Source: an optimization exercise on an open RTL-to-GDS flow (aim: small area and a short achievable clock period). Production flows keep margins and buffers that such runs may drop.
Only simulation tests tie the RTL to the original design; equivalence was not proved.
Power figures rest on the tool's default switching activity, not on a simulated workload.

$ cat design/flow/flow/reabc.ys
# Area re-mapping of the standard synthesis netlist: the flip-flops, the full
# adders that synthesis extracted and the cnt_val multiplexers are kept as they
# are (same instances, names and cells); the rest of the logic between the
# flip-flops is mapped again by ABC with an area-oriented script (flow/area.abc).
read_liberty -ignore_miss_func @LIB@
read_verilog @IN@
hierarchy -top fcb
setattr -mod -set blackbox 1 sky130_fd_sc_hd__*df* sky130_fd_sc_hd__*dl* sky130_fd_sc_hd__*sdf* sky130_fd_sc_hd__fa_*
# the 4:1 muxes of cnt_val (a path from input to output port) stay as the
# standard synthesis mapped them
setattr -set keep_hierarchy 1 w:cnt_val %ci1 c:* %i
flatten
setattr -mod -set blackbox 1 sky130_fd_sc_hd__mux4_2
rename -hide w:*.*
opt_clean -purge
abc -liberty @LIB@ -dont_use sky130_fd_sc_hd__lpflow_bleeder_1 -dont_use sky130_fd_sc_hd__lpflow_clkbufkapwr_1 -dont_use sky130_fd_sc_hd__lpflow_clkbufkapwr_16 -dont_use sky130_fd_sc_hd__lpflow_clkbufkapwr_2 -dont_use sky130_fd_sc_hd__lpflow_clkbufkapwr_4 -dont_use sky130_fd_sc_hd__lpflow_clkbufkapwr_8 -dont_use sky130_fd_sc_hd__lpflow_clkinvkapwr_1 -dont_use sky130_fd_sc_hd__lpflow_clkinvkapwr_16 -dont_use sky130_fd_sc_hd__lpflow_clkinvkapwr_2 -dont_use sky130_fd_sc_hd__lpflow_clkinvkapwr_4 -dont_use sky130_fd_sc_hd__lpflow_clkinvkapwr_8 -dont_use sky130_fd_sc_hd__lpflow_decapkapwr_12 -dont_use sky130_fd_sc_hd__lpflow_decapkapwr_3 -dont_use sky130_fd_sc_hd__lpflow_decapkapwr_4 -dont_use sky130_fd_sc_hd__lpflow_decapkapwr_6 -dont_use sky130_fd_sc_hd__lpflow_decapkapwr_8 -dont_use sky130_fd_sc_hd__lpflow_inputiso0n_1 -dont_use sky130_fd_sc_hd__lpflow_inputiso0p_1 -dont_use sky130_fd_sc_hd__lpflow_inputiso1n_1 -dont_use sky130_fd_sc_hd__lpflow_inputiso1p_1 -dont_use sky130_fd_sc_hd__lpflow_inputisolatch_1 -dont_use sky130_fd_sc_hd__lpflow_isobufsrc_1 -dont_use sky130_fd_sc_hd__lpflow_isobufsrc_16 -dont_use sky130_fd_sc_hd__lpflow_isobufsrc_2 -dont_use sky130_fd_sc_hd__lpflow_isobufsrc_4 -dont_use sky130_fd_sc_hd__lpflow_isobufsrc_8 -dont_use sky130_fd_sc_hd__lpflow_isobufsrckapwr_16 -dont_use sky130_fd_sc_hd__lpflow_lsbuf_lh_hl_isowell_tap_1 -dont_use sky130_fd_sc_hd__lpflow_lsbuf_lh_hl_isowell_tap_2 -dont_use sky130_fd_sc_hd__lpflow_lsbuf_lh_hl_isowell_tap_4 -dont_use sky130_fd_sc_hd__lpflow_lsbuf_lh_isowell_4 -dont_use sky130_fd_sc_hd__lpflow_lsbuf_lh_isowell_tap_1 -dont_use sky130_fd_sc_hd__lpflow_lsbuf_lh_isowell_tap_2 -dont_use sky130_fd_sc_hd__lpflow_lsbuf_lh_isowell_tap_4 -dont_use sky130_fd_sc_hd__probe_p_8 -dont_use sky130_fd_sc_hd__probec_p_8  -script @ABC@
opt_clean -purge
hilomap -singleton -hicell sky130_fd_sc_hd__conb_1 HI -locell sky130_fd_sc_hd__conb_1 LO
insbuf -buf sky130_fd_sc_hd__buf_1 A X
rename -enumerate -pattern reabc_% w:$* c:$*
opt_clean -purge
tee -o reabc_stat.log stat -liberty @LIB@
write_verilog -noattr -nohex -nodec -noexpr @OUT@
$ cat design/flow/flow/area.abc
strash
&get -n
&fraig -x
&st
&deepsyn -T 120
&dch -f
&nf -R 1000 -a -p -E 2 -C 32 -A 4 -F 8
&put
$ cat design/flow/config.mk
export PLATFORM = sky130hd
export DESIGN_NAME = fcb
export DESIGN_NICKNAME = fcb
export VERILOG_FILES = /design/flow/design.v
export SDC_FILE = /design/flow/constraint.sdc
export NUM_CORES = 4
export LEC_CHECK = 0
export CAP_MARGIN = 20
export CORE_MARGIN = 2
export CORE_UTILIZATION = 40
export SLEW_MARGIN = 20
$ cat design/flow/design.v
module fcb (
    input              clk,
    input              rst,
    input              rx_valid,
    input      [7:0]   rx_byte,
    output reg         dec_valid,
    output reg [2:0]   dec_evt,
    output     [3:0]   dec_len,
    output reg [87:0]  dec_data,
    output reg [1:0]   s2c_kind,
    output     [1:0]   s2c_host,
    output     [10:0]  s2c_id,
    output     [3:0]   s2c_dlc,
    input      [1:0]   cnt_sel,
    output     [15:0]  cnt_val,
    input              enc_valid,
    input      [3:0]   enc_len,
    input      [87:0]  enc_data,
    output             enc_ready,
    output reg         enc_refused,
    input              can_valid,
    input              can_ext,
    input      [28:0]  can_id,
    input      [3:0]   can_dlc,
    input      [63:0]  can_data,
    input      [31:0]  pt_mask,
    output             can_ready,
    output reg         c2s_valid,
    output reg [1:0]   c2s_res,
    output reg [2:0]   c2s_kind,
    output     [23:0]  c2s_arg,
    output     [3:0]   c2s_opc,
    output     [4:0]   c2s_sid,
    output             tx_valid,
    output reg [7:0]   tx_byte,
    input              tx_ready
);
    localparam CNT_MAX = 16'hFFFF;
    localparam EV_NONE     = 3'd0;
    localparam EV_IDLE     = 3'd1;
    localparam EV_DELIVER  = 3'd2;
    localparam EV_OVERFLOW = 3'd3;
    localparam EV_CHAIN    = 3'd4;
    localparam EV_SUM      = 3'd5;
    localparam EV_SHORT    = 3'd6;
    localparam S2C_CAN  = 2'd0;
    localparam S2C_HOST = 2'd1;
    localparam S2C_DROP = 2'd2;
    localparam C2S_DROP  = 2'd0;
    localparam C2S_LOCAL = 2'd1;
    localparam C2S_NOOP  = 2'd2;
    localparam C2S_FWD   = 2'd3;
    integer i, j, k, q;
    reg        rx_empty;
    reg [3:0]  rx_lm2;
    reg [3:0]  rx_dist;
    reg [7:0]  rx_sum;
    wire rx_zero  = (rx_byte == 8'd0);
    wire rx_data  = rx_valid && !rx_zero;
    wire rx_full  = !rx_empty && rx_lm2 == 4'd11;           
    wire rx_code  = rx_empty || rx_dist == 4'd0;            
    wire [7:0] rx_blk = rx_code ? 8'd0 : rx_byte;           
    wire [3:0] rx_slot = rx_lm2 + 4'd1;                    
    wire rx_short = rx_lm2 == 4'd15 || rx_lm2 <= 4'd2;      
    wire [7:0] p0 = dec_data[7:0];
    wire [7:0] p1 = dec_data[15:8];
    reg [1:0] sp_kind;
    always @* begin
        if (p0 == 8'hFF)
            sp_kind = (p1 == 8'h01 || p1 == 8'h02 || p1 == 8'hFF) ? S2C_HOST : S2C_DROP;
        else if (p0[7:3] == 5'd0 && p0[2:1] == 2'd0 && rx_lm2 <= 4'd10 &&
                 ({p0[0], p1[7:5]} != 4'd0) && ({p0[0], p1[7:5]} <= 4'd4))
            sp_kind = S2C_CAN;
        else
            sp_kind = S2C_DROP;
    end
    assign dec_len  = rx_lm2;
    assign s2c_host = {p1[7], ~p1[0]};
    assign s2c_id   = {p0[2:0], p1};
    assign s2c_dlc  = rx_lm2 - 4'd2;
    always @* s2c_kind = sp_kind;
    function [7:0] add8(input [7:0] x, input [7:0] y);
        reg     c;
        integer t;
        begin
            c = 1'b0;
            for (t = 0; t < 8; t = t + 1) begin
                add8[t] = x[t] ^ y[t] ^ c;
                c = (x[t] & y[t]) | (c & (x[t] ^ y[t]));
            end
        end
    endfunction
    reg [2:0] ev;
    always @* begin
        if (!rx_zero)
            ev = rx_full ? EV_OVERFLOW : EV_NONE;
        else if (rx_empty)
            ev = EV_IDLE;
        else if (rx_dist != 4'd0)
            ev = EV_CHAIN;
        else if (rx_sum != 8'd0)
            ev = EV_SUM;
        else if (rx_short)
            ev = EV_SHORT;
        else
            ev = EV_DELIVER;
    end
    always @(posedge clk) begin
        if (rst) begin
            rx_empty  <= 1'b1;
            dec_valid <= 1'b0;
        end else begin
            dec_valid <= rx_valid;
            if (rx_valid) begin
                if (!rx_data || rx_full)
                    rx_empty <= 1'b1;
                else
                    rx_empty <= 1'b0;
            end
        end
    end
    always @(posedge clk) begin
        dec_evt <= ev;
        if (rx_data && !rx_full) begin
            rx_lm2  <= rx_empty ? 4'd15 : rx_lm2 + 4'd1;
            rx_dist <= !rx_code ? rx_dist - 4'd1 :
                       (rx_byte[7:4] != 4'd0) ? 4'd15 : rx_byte[3:0] - 4'd1;
            rx_sum  <= add8(rx_empty ? 8'd0 : rx_sum, rx_blk);
        end
    end
    reg [10:0] dd_we;
    always @* begin
        for (j = 0; j < 11; j = j + 1)
            dd_we[j] = rx_data && !rx_full && !rx_empty && rx_slot == j;
    end
    always @(posedge clk) begin
        for (j = 0; j < 11; j = j + 1)
            dec_data[8*j +: 8] <= ({8{dd_we[j]}} & rx_blk) | ({8{!dd_we[j]}} & dec_data[8*j +: 8]);
    end
    reg         enc_busy;
    assign enc_ready = !enc_busy;
    assign can_ready = !enc_busy && !enc_valid;
    assign tx_valid  = enc_busy;
    wire can_take = can_valid && can_ready;
    wire enc_take = enc_valid && enc_ready;
    wire [4:0] ext_tag = can_id[28:24];
    wire [3:0] std_opc = can_id[8:5];
    wire [4:0] std_sid = can_id[4:0];
    reg [1:0] cr_res;
    reg [2:0] cr_kind;
    always @* begin
        cr_res  = C2S_DROP;
        cr_kind = 3'd0;
        if (can_ext) begin
            cr_res = C2S_LOCAL;
            case (ext_tag)
                5'h1F: cr_kind = 3'd0;
                5'h1E: cr_kind = 3'd1;
                5'h1D: cr_kind = 3'd2;
                5'h1C: cr_kind = 3'd3;
                5'h1B: cr_kind = 3'd4;
                5'h00: cr_kind = 3'd5;
                5'h01: cr_kind = 3'd6;
                default: cr_res = C2S_DROP;
            endcase
        end else if (can_id[10:9] != 2'd0 || std_opc == 4'd0 || std_opc > 4'd4) begin
            cr_res = C2S_DROP;
        end else if (!pt_mask[std_sid] || std_sid == 5'd0) begin
            cr_res = C2S_NOOP;
        end else begin
            cr_res = C2S_FWD;
        end
    end
    always @(posedge clk) begin
        if (rst)
            c2s_valid <= 1'b0;
        else
            c2s_valid <= can_take;
        c2s_res  <= cr_res;
        c2s_kind <= cr_kind;
    end
    reg [15:0] cnt_overflow;
    reg [15:0] cnt_checksum;
    reg [15:0] cnt_short;
    reg [15:0] cnt_unknown;
    wire inc_overflow = rx_valid && ev == EV_OVERFLOW;
    wire inc_checksum = rx_valid && (ev == EV_CHAIN || ev == EV_SUM);
    wire inc_short    = rx_valid && ev == EV_SHORT;
    wire unk_dec      = rx_valid && ev == EV_DELIVER && sp_kind == S2C_DROP;
    wire unk_can      = can_take && cr_res == C2S_DROP;
    function [15:0] sat_inc(input [15:0] v, input en);
        reg     c;
        integer t;
        begin
            c = en && v != CNT_MAX;
            for (t = 0; t < 16; t = t + 1) begin
                sat_inc[t] = v[t] ^ c;
                c = c & v[t];
            end
        end
    endfunction
    reg  [15:0] unk_next;
    reg         unk_c;
    integer     ub;
    always @* begin
        unk_next[0] = cnt_unknown[0] ^ unk_dec ^ unk_can;
        unk_c = (cnt_unknown[0] & (unk_dec ^ unk_can)) | (unk_dec & unk_can);
        for (ub = 1; ub < 16; ub = ub + 1) begin
            unk_next[ub] = cnt_unknown[ub] ^ unk_c;
            unk_c = unk_c & cnt_unknown[ub];
        end
        unk_next = unk_next | {16{unk_c}};
    end
    always @(posedge clk) begin
        if (rst) begin
            cnt_overflow <= 16'd0;
            cnt_checksum <= 16'd0;
            cnt_short    <= 16'd0;
            cnt_unknown  <= 16'd0;
        end else begin
            cnt_overflow <= sat_inc(cnt_overflow, inc_overflow);
            cnt_checksum <= sat_inc(cnt_checksum, inc_checksum);
            cnt_short    <= sat_inc(cnt_short, inc_short);
            cnt_unknown  <= unk_next;
        end
    end
    assign cnt_val = (cnt_sel == 2'd0) ? cnt_overflow :
                     (cnt_sel == 2'd1) ? cnt_checksum :
                     (cnt_sel == 2'd2) ? cnt_short    : cnt_unknown;
    wire [3:0] src_len = enc_valid ? enc_len : can_dlc + 4'd2;
    reg  [10:0] m_enc;         
    reg  [10:0] m_can;         
    reg  [87:0] can_pl;        
    reg  [87:0] src;
    always @* begin
        for (i = 0; i < 11; i = i + 1) begin
            m_enc[i] = enc_valid && (enc_len > i);
            m_can[i] = !enc_valid && ({1'b0, can_dlc} + 5'd2 > i);
        end
        m_can[2] = !enc_valid && (can_ext || can_dlc != 4'd0);
        can_pl = {8'd0, can_data, can_id[7:0], can_ext ? can_id[15:11] : 5'd0, can_id[10:8]};
        if (can_ext)
            can_pl[23:16] = can_id[23:16];
        for (i = 0; i < 11; i = i + 1)
            src[8*i +: 8] = ({8{m_enc[i]}} & enc_data[8*i +: 8]) |
                            ({8{m_can[i]}} & can_pl[8*i +: 8]);
    end
    wire [7:0] src_csum;
    wire cs_s0 = ~src[0] ^ ~src[8] ^ ~src[16];
    wire cs_c0 = (~src[0] & ~src[8]) | (~src[16] & (~src[0] ^ ~src[8]));
    wire cs_s1 = ~src[24] ^ ~src[32] ^ ~src[40];
    wire cs_c1 = (~src[24] & ~src[32]) | (~src[40] & (~src[24] ^ ~src[32]));
    wire cs_s2 = ~src[48] ^ ~src[56] ^ ~src[64];
    wire cs_c2 = (~src[48] & ~src[56]) | (~src[64] & (~src[48] ^ ~src[56]));
    wire cs_s3 = ~src[72] ^ ~src[80] ^ 1'b1;
    wire cs_c3 = (~src[72] & ~src[80]) | (1'b1 & (~src[72] ^ ~src[80]));
    wire cs_s4 = ~src[1] ^ ~src[9] ^ ~src[17];
    wire cs_c4 = (~src[1] & ~src[9]) | (~src[17] & (~src[1] ^ ~src[9]));
    wire cs_s5 = ~src[25] ^ ~src[33] ^ ~src[41];
    wire cs_c5 = (~src[25] & ~src[33]) | (~src[41] & (~src[25] ^ ~src[33]));
    wire cs_s6 = ~src[49] ^ ~src[57] ^ ~src[65];
    wire cs_c6 = (~src[49] & ~src[57]) | (~src[65] & (~src[49] ^ ~src[57]));
    wire cs_s7 = ~src[73] ^ ~src[81] ^ 1'b1;
    wire cs_c7 = (~src[73] & ~src[81]) | (1'b1 & (~src[73] ^ ~src[81]));
    wire cs_s8 = ~src[2] ^ ~src[10] ^ ~src[18];
    wire cs_c8 = (~src[2] & ~src[10]) | (~src[18] & (~src[2] ^ ~src[10]));
    wire cs_s9 = ~src[26] ^ ~src[34] ^ ~src[42];
    wire cs_c9 = (~src[26] & ~src[34]) | (~src[42] & (~src[26] ^ ~src[34]));
    wire cs_s10 = ~src[50] ^ ~src[58] ^ ~src[66];
    wire cs_c10 = (~src[50] & ~src[58]) | (~src[66] & (~src[50] ^ ~src[58]));
    wire cs_s11 = ~src[3] ^ ~src[11] ^ ~src[19];
    wire cs_c11 = (~src[3] & ~src[11]) | (~src[19] & (~src[3] ^ ~src[11]));
    wire cs_s12 = ~src[27] ^ ~src[35] ^ ~src[43];
    wire cs_c12 = (~src[27] & ~src[35]) | (~src[43] & (~src[27] ^ ~src[35]));
    wire cs_s13 = ~src[51] ^ ~src[59] ^ ~src[67];
    wire cs_c13 = (~src[51] & ~src[59]) | (~src[67] & (~src[51] ^ ~src[59]));
    wire cs_s14 = ~src[75] ^ ~src[83] ^ 1'b1;
    wire cs_c14 = (~src[75] & ~src[83]) | (1'b1 & (~src[75] ^ ~src[83]));
    wire cs_s15 = ~src[4] ^ ~src[12] ^ ~src[20];
    wire cs_c15 = (~src[4] & ~src[12]) | (~src[20] & (~src[4] ^ ~src[12]));
    wire cs_s16 = ~src[28] ^ ~src[36] ^ ~src[44];
    wire cs_c16 = (~src[28] & ~src[36]) | (~src[44] & (~src[28] ^ ~src[36]));
    wire cs_s17 = ~src[52] ^ ~src[60] ^ ~src[68];
    wire cs_c17 = (~src[52] & ~src[60]) | (~src[68] & (~src[52] ^ ~src[60]));
    wire cs_s18 = ~src[5] ^ ~src[13] ^ ~src[21];
    wire cs_c18 = (~src[5] & ~src[13]) | (~src[21] & (~src[5] ^ ~src[13]));
    wire cs_s19 = ~src[29] ^ ~src[37] ^ ~src[45];
    wire cs_c19 = (~src[29] & ~src[37]) | (~src[45] & (~src[29] ^ ~src[37]));
    wire cs_s20 = ~src[53] ^ ~src[61] ^ ~src[69];
    wire cs_c20 = (~src[53] & ~src[61]) | (~src[69] & (~src[53] ^ ~src[61]));
    wire cs_s21 = ~src[6] ^ ~src[14] ^ ~src[22];
    wire cs_c21 = (~src[6] & ~src[14]) | (~src[22] & (~src[6] ^ ~src[14]));
    wire cs_s22 = ~src[30] ^ ~src[38] ^ ~src[46];
    wire cs_c22 = (~src[30] & ~src[38]) | (~src[46] & (~src[30] ^ ~src[38]));
    wire cs_s23 = ~src[54] ^ ~src[62] ^ ~src[70];
    wire cs_c23 = (~src[54] & ~src[62]) | (~src[70] & (~src[54] ^ ~src[62]));
    wire cs_s24 = ~src[7] ^ ~src[15] ^ ~src[23];
    wire cs_s25 = ~src[31] ^ ~src[39] ^ ~src[47];
    wire cs_s26 = ~src[55] ^ ~src[63] ^ ~src[71];
    wire cs_s27 = cs_s0 ^ cs_s1 ^ cs_s2;
    wire cs_c27 = (cs_s0 & cs_s1) | (cs_s2 & (cs_s0 ^ cs_s1));
    wire cs_s28 = cs_c0 ^ cs_c1 ^ cs_c2;
    wire cs_c28 = (cs_c0 & cs_c1) | (cs_c2 & (cs_c0 ^ cs_c1));
    wire cs_s29 = cs_c3 ^ cs_s4 ^ cs_s5;
    wire cs_c29 = (cs_c3 & cs_s4) | (cs_s5 & (cs_c3 ^ cs_s4));
    wire cs_s30 = cs_c4 ^ cs_c5 ^ cs_c6;
    wire cs_c30 = (cs_c4 & cs_c5) | (cs_c6 & (cs_c4 ^ cs_c5));
    wire cs_s31 = cs_c7 ^ cs_s8 ^ cs_s9;
    wire cs_c31 = (cs_c7 & cs_s8) | (cs_s9 & (cs_c7 ^ cs_s8));
    wire cs_s32 = cs_s10 ^ ~src[74] ^ ~src[82];
    wire cs_c32 = (cs_s10 & ~src[74]) | (~src[82] & (cs_s10 ^ ~src[74]));
    wire cs_s33 = cs_c8 ^ cs_c9 ^ cs_c10;
    wire cs_c33 = (cs_c8 & cs_c9) | (cs_c10 & (cs_c8 ^ cs_c9));
    wire cs_s34 = cs_s11 ^ cs_s12 ^ cs_s13;
    wire cs_c34 = (cs_s11 & cs_s12) | (cs_s13 & (cs_s11 ^ cs_s12));
    wire cs_s35 = cs_c11 ^ cs_c12 ^ cs_c13;
    wire cs_c35 = (cs_c11 & cs_c12) | (cs_c13 & (cs_c11 ^ cs_c12));
    wire cs_s36 = cs_c14 ^ cs_s15 ^ cs_s16;
    wire cs_c36 = (cs_c14 & cs_s15) | (cs_s16 & (cs_c14 ^ cs_s15));
    wire cs_s37 = cs_s17 ^ ~src[76] ^ ~src[84];
    wire cs_c37 = (cs_s17 & ~src[76]) | (~src[84] & (cs_s17 ^ ~src[76]));
    wire cs_s38 = cs_c15 ^ cs_c16 ^ cs_c17;
    wire cs_c38 = (cs_c15 & cs_c16) | (cs_c17 & (cs_c15 ^ cs_c16));
    wire cs_s39 = cs_s18 ^ cs_s19 ^ cs_s20;
    wire cs_c39 = (cs_s18 & cs_s19) | (cs_s20 & (cs_s18 ^ cs_s19));
    wire cs_s40 = cs_c18 ^ cs_c19 ^ cs_c20;
    wire cs_c40 = (cs_c18 & cs_c19) | (cs_c20 & (cs_c18 ^ cs_c19));
    wire cs_s41 = cs_s21 ^ cs_s22 ^ cs_s23;
    wire cs_c41 = (cs_s21 & cs_s22) | (cs_s23 & (cs_s21 ^ cs_s22));
    wire cs_s42 = cs_c21 ^ cs_c22 ^ cs_c23;
    wire cs_s43 = cs_s24 ^ cs_s25 ^ cs_s26;
    wire cs_s44 = cs_c27 ^ cs_s28 ^ cs_s29;
    wire cs_c44 = (cs_c27 & cs_s28) | (cs_s29 & (cs_c27 ^ cs_s28));
    wire cs_s45 = cs_c28 ^ cs_c29 ^ cs_s30;
    wire cs_c45 = (cs_c28 & cs_c29) | (cs_s30 & (cs_c28 ^ cs_c29));
    wire cs_s46 = cs_c30 ^ cs_c31 ^ cs_c32;
    wire cs_c46 = (cs_c30 & cs_c31) | (cs_c32 & (cs_c30 ^ cs_c31));
    wire cs_s47 = cs_s33 ^ cs_s34 ^ cs_s14;
    wire cs_c47 = (cs_s33 & cs_s34) | (cs_s14 & (cs_s33 ^ cs_s34));
    wire cs_s48 = cs_c33 ^ cs_c34 ^ cs_s35;
    wire cs_c48 = (cs_c33 & cs_c34) | (cs_s35 & (cs_c33 ^ cs_c34));
    wire cs_s49 = cs_c35 ^ cs_c36 ^ cs_c37;
    wire cs_c49 = (cs_c35 & cs_c36) | (cs_c37 & (cs_c35 ^ cs_c36));
    wire cs_s50 = cs_s38 ^ cs_s39 ^ ~src[77];
    wire cs_c50 = (cs_s38 & cs_s39) | (~src[77] & (cs_s38 ^ cs_s39));
    wire cs_s51 = cs_c38 ^ cs_c39 ^ cs_s40;
    wire cs_c51 = (cs_c38 & cs_c39) | (cs_s40 & (cs_c38 ^ cs_c39));
    wire cs_s52 = cs_s41 ^ ~src[78] ^ ~src[86];
    wire cs_c52 = (cs_s41 & ~src[78]) | (~src[86] & (cs_s41 ^ ~src[78]));
    wire cs_s53 = cs_c40 ^ cs_c41 ^ cs_s42;
    wire cs_s54 = cs_s43 ^ ~src[79] ^ ~src[87];
    wire cs_s55 = cs_s44 ^ cs_s6 ^ cs_s7;
    wire cs_c55 = (cs_s44 & cs_s6) | (cs_s7 & (cs_s44 ^ cs_s6));
    wire cs_s56 = cs_c44 ^ cs_s45 ^ cs_s31;
    wire cs_c56 = (cs_c44 & cs_s45) | (cs_s31 & (cs_c44 ^ cs_s45));
    wire cs_s57 = cs_c45 ^ cs_s46 ^ cs_s47;
    wire cs_c57 = (cs_c45 & cs_s46) | (cs_s47 & (cs_c45 ^ cs_s46));
    wire cs_s58 = cs_c46 ^ cs_c47 ^ cs_s48;
    wire cs_c58 = (cs_c46 & cs_c47) | (cs_s48 & (cs_c46 ^ cs_c47));
    wire cs_s59 = cs_c48 ^ cs_s49 ^ cs_s50;
    wire cs_c59 = (cs_c48 & cs_s49) | (cs_s50 & (cs_c48 ^ cs_s49));
    wire cs_s60 = cs_c49 ^ cs_c50 ^ cs_s51;
    wire cs_c60 = (cs_c49 & cs_c50) | (cs_s51 & (cs_c49 ^ cs_c50));
    wire cs_s61 = cs_c51 ^ cs_c52 ^ cs_s53;
    wire cs_s62 = cs_c55 ^ cs_s56 ^ cs_s32;
    wire cs_c62 = (cs_c55 & cs_s56) | (cs_s32 & (cs_c55 ^ cs_s56));
    wire cs_s63 = cs_c57 ^ cs_s58 ^ cs_s36;
    wire cs_c63 = (cs_c57 & cs_s58) | (cs_s36 & (cs_c57 ^ cs_s58));
    wire cs_s64 = cs_c58 ^ cs_s59 ^ ~src[85];
    wire cs_c64 = (cs_c58 & cs_s59) | (~src[85] & (cs_c58 ^ cs_s59));
    wire cs_s65 = cs_c59 ^ cs_s60 ^ cs_s52;
    wire cs_c65 = (cs_c59 & cs_s60) | (cs_s52 & (cs_c59 ^ cs_s60));
    wire cs_s66 = cs_c60 ^ cs_s61 ^ cs_s54;
    wire cs_s67 = cs_c62 ^ cs_c56 ^ cs_s57;
    wire cs_c67 = (cs_c62 & cs_c56) | (cs_s57 & (cs_c62 ^ cs_c56));
    wire cs_s68 = cs_c67 ^ cs_s63 ^ cs_s37;
    wire cs_c68 = (cs_c67 & cs_s63) | (cs_s37 & (cs_c67 ^ cs_s63));
    wire cs_s69 = cs_c68 ^ cs_c63 ^ cs_s64;
    wire cs_c69 = (cs_c68 & cs_c63) | (cs_s64 & (cs_c68 ^ cs_c63));
    wire cs_s70 = cs_c69 ^ cs_c64 ^ cs_s65;
    wire cs_c70 = (cs_c69 & cs_c64) | (cs_s65 & (cs_c69 ^ cs_c64));
    wire cs_s71 = cs_c70 ^ cs_c65 ^ cs_s66;
    wire [7:0] cs_ra = {cs_s71, cs_s70, cs_s69, cs_s68, cs_s67, cs_s62, cs_s55, cs_s27};
    wire [7:0] cs_rb = {1'b0, 1'b0, 1'b0, 1'b0, 1'b0, 1'b0, 1'b0, cs_s3};
    assign src_csum = cs_ra + cs_rb;
    reg [7:0] pay [0:10];
    reg [7:0] e_csum;          
    reg       e_first;         
    reg [3:0] e_k;             
    assign c2s_arg = {pay[2], pay[0], pay[1]};
    assign c2s_opc = {pay[0][0], pay[1][7:5]};
    assign c2s_sid = pay[1][4:0];
    wire start_frame = (enc_take && enc_len <= 4'd11) ||
                       (can_take && cr_res == C2S_FWD);
    wire [7:0] e_x    = (e_k == 4'd0) ? e_csum : pay[0];
    wire       e_code = e_first || e_x == 8'd0;
    wire       e_csz  = e_csum == 8'd0;
    reg [3:0]  e_dist;
    reg [11:0] e_hit;
    always @* begin
        e_dist  = e_k + 4'd1 + {3'd0, e_first};
        for (k = 11; k >= 0; k = k - 1) begin
            if (k == e_k)
                e_hit[k] = e_csz;
            else
                e_hit[k] = (k > 10) || (pay[k > 10 ? 0 : k] == 8'd0);
            if ((k > 0 || e_first) && e_hit[k])
                e_dist = k + {3'd0, e_first};
        end
    end
    always @* begin
        if (e_k == 4'd15)
            tx_byte = 8'd0;
        else if (e_code)
            tx_byte = {4'd0, e_dist};
        else
            tx_byte = e_x;
    end
    always @(posedge clk) begin
        if (rst) begin
            enc_busy    <= 1'b0;
            enc_refused <= 1'b0;
        end else begin
            enc_refused <= enc_take && enc_len > 4'd11;
            if (!enc_busy)
                enc_busy <= start_frame;
            else if (tx_ready && !e_first && e_k == 4'd15)
                enc_busy <= 1'b0;
        end
    end
    wire       pay_ld = !enc_busy;
    wire       pay_sh = enc_busy && tx_ready && !e_first;
    wire       pay_hd = enc_busy && !(tx_ready && !e_first);
    always @(posedge clk) begin
        for (q = 0; q < 11; q = q + 1)
            pay[q] <= ({8{pay_ld}} & src[8*q +: 8]) |
                      ({8{pay_sh}} & (q < 10 ? pay[q < 10 ? q + 1 : 0] : 8'd0)) |
                      ({8{pay_hd}} & pay[q]);
    end
    always @(posedge clk) begin
        if (!enc_busy) begin
            e_csum  <= src_csum;
            e_first <= 1'b1;
            e_k     <= src_len;
        end else if (tx_ready) begin
            e_first <= 1'b0;
            if (!e_first) begin
                e_k <= e_k - 4'd1;
            end
        end
    end
endmodule
$ cat design/flow/standard.sh
#!/bin/bash
# synth_recipe.tcl (not shown) runs the flow's synth.tcl, then flattens the netlist and writes it again
# the make line also repeats each setting of config.mk as NAME=value (left out here)
make -C /OpenROAD-flow-scripts/flow DESIGN_CONFIG=/design/flow/config.mk WORK_HOME=/design/flow/orfs CLKGATE_MAP_FILE= SYNTH_SCRIPT=/design/flow/synth_recipe.tcl "${@:-finish}"
$ cat design/flow/constraint.sdc
create_clock -name core_clock -period 25.0 [get_ports {clk}]
set_input_delay 5.0000 -clock core_clock [delete_from_list [all_inputs] [get_ports {clk}]]
set_output_delay 5.0000 -clock core_clock [all_outputs]
set_load 0.01 [all_outputs]
$ cat design/flow/flow/run.sh
#!/bin/bash
# The standard layout (standard.sh) with these changes to how it is made:
#  * after the standard synthesis, the logic between the flip-flops is mapped
#    again by ABC for area (flow/reabc.ys, flow/area.abc); the flip-flops,
#    their names and cells are kept as the standard synthesis made them, and
#    so are its full adders and the cnt_val multiplexers (from cnt_sel to
#    cnt_val, a path through the ports that the area mapping would slow down);
#  * port buffers are the smallest buffer (buf_1);
#  * clock tree from clkbuf_4 with sink clusters of up to 10, no dummy loads;
#  * timing repair aims at 14.1 ns of setup slack, so that it speeds up the
#    paths through the ports (the constraints and clock period are unchanged).
# Logs: flow_synth.log, reabc.log, flow_standard.log here, and ORFS's own
# per-step logs under orfs/logs.
set -uo pipefail
W=$PWD
RES=$W/orfs/results/sky130hd/fcb/base
LIB=$FLOW_HOME/platforms/sky130hd/lib/sky130_fd_sc_hd__tt_025C_1v80.lib
OPTS=("BUFFER_PORTS_ARGS=-buffer_cell sky130_fd_sc_hd__buf_1"
      "CTS_ARGS=-sink_clustering_enable -repair_clock_nets -buf_list sky130_fd_sc_hd__clkbuf_4 -sink_clustering_size 10 -sink_clustering_max_diameter 40 -dont_use_dummy_load"
      "SETUP_SLACK_MARGIN=14.1")
bash standard.sh "${OPTS[@]}" $RES/1_2_yosys.v > flow_synth.log 2>&1
cp $RES/1_2_yosys.v $W/1_2_yosys_standard.v
sed -e "s#@LIB@#$LIB#g" -e "s#@IN@#$W/1_2_yosys_standard.v#" -e "s#@OUT@#$W/1_2_yosys_reabc.v#" \
    -e "s#@ABC@#$W/flow/area.abc#" flow/reabc.ys > reabc_run.ys
if yosys -s reabc_run.ys > reabc.log 2>&1 && [ -s $W/1_2_yosys_reabc.v ] &&
   [ "$(grep -c '^module' $W/1_2_yosys_reabc.v)" = 1 ]; then
  cp $W/1_2_yosys_reabc.v $RES/1_2_yosys.v
fi
bash standard.sh "${OPTS[@]}" finish > flow_standard.log 2>&1
==> summary.txt <==
Setup path
  • Startpoint Class: primary input
  • Required @ worst endpoint: ~25000 ps
  • R2R depth: 12
  • Worst r2r dst: rx_sum[7]
  • Critical path class: primary input to register
  • R2R Setup Slk: between 20000 and 25000 ps
  • Worst Path Max Fanout: 8
  • R2r startpoint: rx_dist[1]
  • CP Capture Type: register
  • Worst path arrival time: roughly 11000 ps

Timing
  • Slew margin rel.: 27.3%
  • Final Hold Viols: 0
  • Setup ws final: 13880 ps
  • RSZ-0062 raised after global routing: true
  • Clock Skew: between 100 and 150 ps
  • Fin crit period: roughly 11000 ps
  • Fmax: around 90 MHz
  • # setup viols final: 0
  • Setup tns final: 0 ps
  • Fin crit share: ~44%
  • Worst-Margin Slew: around 1100 ps
  • Final Max Tran Viols: 0
  • Hold slack: between 400 and 500 ps

GRT
  • Grt total ovfl: 0
  • Largest net degree at the start of global routing: 77
  • Vias in the first global route: around 12000
  • All-Layer GR Usage: between 20% and 30%
  • Global-route wire length before repair: 69900 um
  • Antenna violations before repair: 1

Worst hold path
  • Min-delay src: cnt_unknown[15]
  • Hold path endpoint: cnt_unknown[15]
  • Hold depth: 2
  • Worst Hold Class: register to register

Power
  • Pwr/cell area: approximately 84 mW/mm^2
  • VDD IR-drop max: 0.110 mV
  • Leakage: 5.63 nW

CTS
  • Clock Path Buffers: 3
  • Root buffer cell: clkbuf_4
  • CTS Buf Count: 42
  • CTS tree: built
  • Htree depth: 2
  • Clock sinks: roughly 280
  • Clk Latency, worst-skew pair: roughly 680 ps
  • Worst-path clk slew: 100 ps
  • Hold buffer count at CTS: 0

Placed design
  • Pre-CTS setup slack: 12220 ps
  • Placed instance area: ~0.016 mm^2
  • Dpl hpwl: roughly 37000 um
  • Placer Congestion: a little over 0.9
  • Port bufs: 418

Layout
  • Synth-to-Final Area Change: 20.6%
  • Layout Utilization: between 40% and 50%
  • Design Area, Final: 0.0166 mm^2
  • Total Nets Final: approximately 2000
  • Fraction of layout instances using a drive strength above 1: under 10%

Floorplan
  • Initial Utilization: 40.2%
  • Die ar.: 0.0360 mm^2
  • Width of the die: 190 um
  • # IOs: 420
  • Die H: approximately 190 um
  • Cell Rows: a little under 70
  • Core footprint: ~0.034 mm^2

Run
  • MaxCap Viol Count: 0

Detailed routing
  • WL/cell: between 20 and 25 um
  • DR vias: 12500
  • Remaining DRCs: 0
  • WL final: approximately 48000 um
  • Drt pass-1 iters: 7
  • Post-route ant nets: 0
  • DR iter-0 viols: 1001
  • DR vias/cell: roughly 5.7

Logic synthesis
  • Synthesized Nets: roughly 1600
  • Synth Cell Area: 0.0138 mm^2
  • Synth warn: 2
  • Cell count after synthesis: about 1300
  • Mean area per synthesized cell: approximately 11 um^2

Outcome
  • Status: no timing/DRC/antenna violations
## critical path, stage by stage
cell	delay (ps)
buf_2	100
buf_12	150
and2_0	420
a21o_1	360
a222oi_1	110
buf_4	180
fa_1	530
clkinv_1	130
fa_1	580
clkinv_1	90
fa_1	390
clkinv_1	70
fa_1	440
fa_1	530
clkinv_1	90
fa_2	400
fa_2	340
fa_2	380
xnor2_2	150
xnor2_1	170
xnor2_1	110
xnor2_1	260
xnor2_2	170
xnor2_1	120
xnor2_1	140
## layout by cell type (no fill, tap or decap), drive strengths merged, types with 4 or more instances in the layout
| cell | count |
|---|---|
| nand3 | 15 |
| fa | 66 |
| and2 | 25 |
| o31ai | 5 |
| xnor2 | 24 |
| clkinv | 72 |
| buf | 433 |
| a22oi | 126 |
| o22ai | 13 |
| nand2 | 64 |
| o21a | 19 |
| nor3 | 49 |
| nand4 | 15 |
| nor2 | 82 |
| a222oi | 15 |
| edfxtp | 116 |
| nor2b | 16 |
| or2 | 4 |
| o21ai | 86 |
| o21bai | 4 |
| dfxtp | 166 |
| o211ai | 6 |
| nor4 | 32 |
| mux4 | 17 |
| and3 | 23 |
| clkbuf | 50 |
| a21oi | 70 |
| a21o | 10 |
| a31oi | 12 |
| xor2 | 18 |
| nand2b | 16 |
| a22o | 21 |
| or3 | 4 |
## routing by layer
| metal | part of all wire (%) | track usage, % | vias up |
|---|---|---|---|
| met5 | 0 | 0 | - |
| met4 | 3.0 | 8.02 | 0 |
| met3 | 7.1 | 3.38 | 88 |
| met2 | 51 | 46.3 | 569 |
| met1 | 39 | 32.2 | 6085 |
| li1 | - | - | 5736 |
## power breakdown
group          switching [W]  internal (W)
sequential         0.0000338      0.000535
clock               0.000150     0.0000771
combinational       0.000321      0.000274
total               0.000505      0.000886
## worst max path at each step
| stage | startpoint | slack, ps | end | depth (start not counted) |
|---|---|---|---|---|
| floorplan | can_dlc[2] | 13950 | e_csum[7] | 24 |
| CTS | can_dlc[2] | 13930 | e_csum[7] | 26 |
| detailed placement | enc_valid | 12220 | e_csum[7] | 26 |
| global placement | enc_valid | 12280 | e_csum[7] | 26 |
| global route | can_dlc[2] | 13710 | e_csum[7] | 28 |
| finish | enc_valid | 13880 | e_csum[7] | 25 |
## final cells by class
class,instances,area [um^2]
Fill cell,3294,17700
Sequential cell,282,6810
Multi-Input combinational cell,892,6790
Timing Repair Buffer,441,1870
Tap cell,455,569
Clock buffer,42,315
Inverter,72,284
Antenna cell,1,2.50
## what timing repair did
action	in CTS	in global routing
cloned	1	0
gates resized for setup	43	13
setup buffers	9	0
endpoints found under the setup margin	18	14
pin swaps	14	3
## stage by stage
stage / power, W / instances
after detailed placement: 0.00117 / 2131
final: 0.00139 / 2185
after CTS: 0.00141 / 2183
after global placement: 0.00115 / 2131
after floorplan: 0.000995 / 1268
after global routing: 0.00148 / 2185

-- what the ideal ports hide --
The results above use ideal ports. As a check the final layout listed here was re-extracted and re-timed, cells and wires unchanged. Step 1: set_driving_cell puts a clkbuf_16 on clk and a buf_2 on each other input, an assumption about the parent block. Step 2, shift: input delay + t, output delay - t, t = (earliest + latest rising clock arrival at the registers) / 2. This alone moves slack from input paths to output paths. Three values: no drivers, after step 1, after step 2; two values: the first two.
t (ns): 0.678
setup slack, ns: 13.882 / 13.903 / 13.225
worst setup path after step 2: input to register
pins driven straight from the clock port: 1
After both steps this run still meets setup and hold. The setup slack of this run moves by +0.021 ns with the drivers and by -0.657 ns with both steps.
